From an optimization exercise on the open Yosys and OpenROAD flow, aimed at small area; shortcuts taken in it are not production practice. The RTL was checked by simulation tests, not by an equivalence proof against the original design.

Design ict_seq, start of the top module:
module ict_seq (
    input  wire        clk,
    input  wire        rst,
    input  wire        cmd_valid,
    output wire        cmd_ready,
    input  wire [2:0]  cmd_op,
    input  wire [23:0] cmd_addr,
    input  wire [15:0] cmd_len,
    input  wire [3:0]  cmd_step,
    input  wire        cmd_wide,
    input  wire        cmd_big,
    input  wire [31:0] cmd_seed,
    input  wire [15:0] cmd_mask,
    input  wire [31:0] cmd_crc,
    output wire        bus_req_valid,
    input  wire        bus_req_ready,
    output wire        bus_req_we,
    output wire [23:0] bus_req_addr,
    output wire [15:0] bus_req_wdata,
    output wire        bus_req_wide,
    input  wire        bus_rsp_valid,
    input  wire [15:0] bus_rsp_rdata,
    output wire        res_valid,
    output wire [1:0]  res_code,
    output wire [31:0] res_value,
    output wire [23:0] res_addr,
    output wire [15:0] res_exp,
    output wire [15:0] res_act,
    output wire [1:0]  res_pass
);
    localparam OP_ROMCRC   = 3'd0;
    localparam OP_ROMCHK   = 3'd1;
    localparam OP_RAMMARCH = 3'd3;
    localparam OP_RAMADDR  = 3'd4;
    localparam OP_RAMFILL  = 3'd5;
    localparam [31:0] LCG_C = 32'd1013904223;
    localparam [31:0] POLY  = 32'hEDB88320;
    localparam S_IDLE  = 4'd0;    
    localparam S_RES   = 4'd1;    
    localparam S_BEGIN = 4'd2;    
    localparam S_WNEXT = 4'd3;    
    localparam S_REQ   = 4'd4;    
    localparam S_WAIT  = 4'd5;    
    localparam S_AGO   = 4'd6;    
    localparam S_PADV  = 4'd7;    
    localparam S_RSTRT = 4'd8;    
    localparam S_GEN   = 4'd9;    
    localparam S_ADV   = 4'd10;   
    localparam S_CMP   = 4'd11;   
    localparam S_ADEC  = 4'd12;   
    localparam S_ASTEP = 4'd13;   
    localparam S_ABACK = 4'd14;   
    reg [3:0]  state;
    reg [2:0]  op;
    reg [15:0] len;        
    reg [3:0]  step;
    reg        wide;
    reg        big;
    reg [15:0] mask;       
    reg [31:0] r1;         
    reg [31:0] r2;         
    reg [11:0] acc;        
    reg [23:0] addr;       
    reg [15:0] cnt;        
    reg [4:0]  bc;         
    reg        sp;         
    reg [4:0]  ei;         
  ...
Settings: LEC_CHECK=0, CAP_MARGIN=20, CORE_MARGIN=2, CORE_UTILIZATION=30, PLACE_DENSITY=0.6, SLEW_MARGIN=20; clock period 10.0 ns.
standard.sh (not shown) runs the stock make flow with config.mk's settings and CLKGATE_MAP_FILE= SYNTH_SCRIPT=/design/flow/synth_recipe.tcl, a recipe that flattens the netlist after the stock synthesis.
==> flow/flow/run.sh <==
#!/bin/bash
# The standard layout (standard.sh, unchanged synthesis), with two
# layout settings changed through the ORFS environment:
#  - the port buffers use the smallest buffer cell (sky130_fd_sc_hd__buf_1);
#  - the clock tree uses clkbuf_16 buffers and no dummy loads.
# make's full output goes to standard.log; ORFS keeps each step's log
# under orfs/logs.
set -o pipefail
export BUFFER_PORTS_ARGS="-buffer_cell sky130_fd_sc_hd__buf_1"
export CTS_ARGS="-sink_clustering_enable -repair_clock_nets -dont_use_dummy_load -buf_list sky130_fd_sc_hd__clkbuf_16 "
bash standard.sh > standard.log 2>&1
The baseline produced a clean layout.
Change:
==> flow/flow/run.sh (replaced) <==
#!/bin/bash
# The standard layout (standard.sh, unchanged synthesis), with two
# layout settings changed through the ORFS environment:
#  - the port buffers use the smallest buffer cell (sky130_fd_sc_hd__buf_1);
#  - the clock tree uses clkbuf_8 buffers and no dummy loads.
# make's full output goes to standard.log; ORFS keeps each step's log
# under orfs/logs.
set -o pipefail
export BUFFER_PORTS_ARGS="-buffer_cell sky130_fd_sc_hd__buf_1"
export CTS_ARGS="-sink_clustering_enable -repair_clock_nets -dont_use_dummy_load -buf_list sky130_fd_sc_hd__clkbuf_8 -sink_clustering_size 10"
bash standard.sh > standard.log 2>&1
--- a/flow/config.mk
+++ b/flow/config.mk
@@ -6,7 +6,7 @@
 export NUM_CORES = 4
 export LEC_CHECK = 0
-export CAP_MARGIN = 20
+export CAP_MARGIN = 0
 export CORE_MARGIN = 2
 export CORE_UTILIZATION = 30
 export PLACE_DENSITY = 0.6
-export SLEW_MARGIN = 20
+export SLEW_MARGIN = 0
Result: Worst setup slack barely changes; clock skew came out higher by 18 ps; die area stays the same; via count barely changes; hold slack degrades by 4.0 ps; final area came out lower by 1.6%; utilization came out lower by 0.57 points; sequential share of layout area came out higher by 0.62 points.

re-timing with driven ports:
The flow's constraints put no driver on any port. The routed layouts listed below were extracted and timed again, unchanged, in two steps. Step 1: set_driving_cell puts a clkbuf_16 on clk and a buf_2 on each other input, an assumption about the parent block. Step 2 times the ports against the registers' clock, not the clock port: input delays grow and output delays shrink by t, the midpoint of the rising clock arrivals with the driver on. a / b / c = ideal / step 1 / step 2; a / b = the first two.
run | t, ns | setup WS [ns] | slew at the worst register clock pin (ns) | worst slew at a driven data input, ns
the first run | 0.484 | 3.706 / 3.653 / 3.881 | 0.08 / 0.08 | 0.08
the second run | 0.514 | 3.706 / 3.657 / 3.885 | 0.12 / 0.12 | 0.08
After both steps every run listed still meets setup and hold.
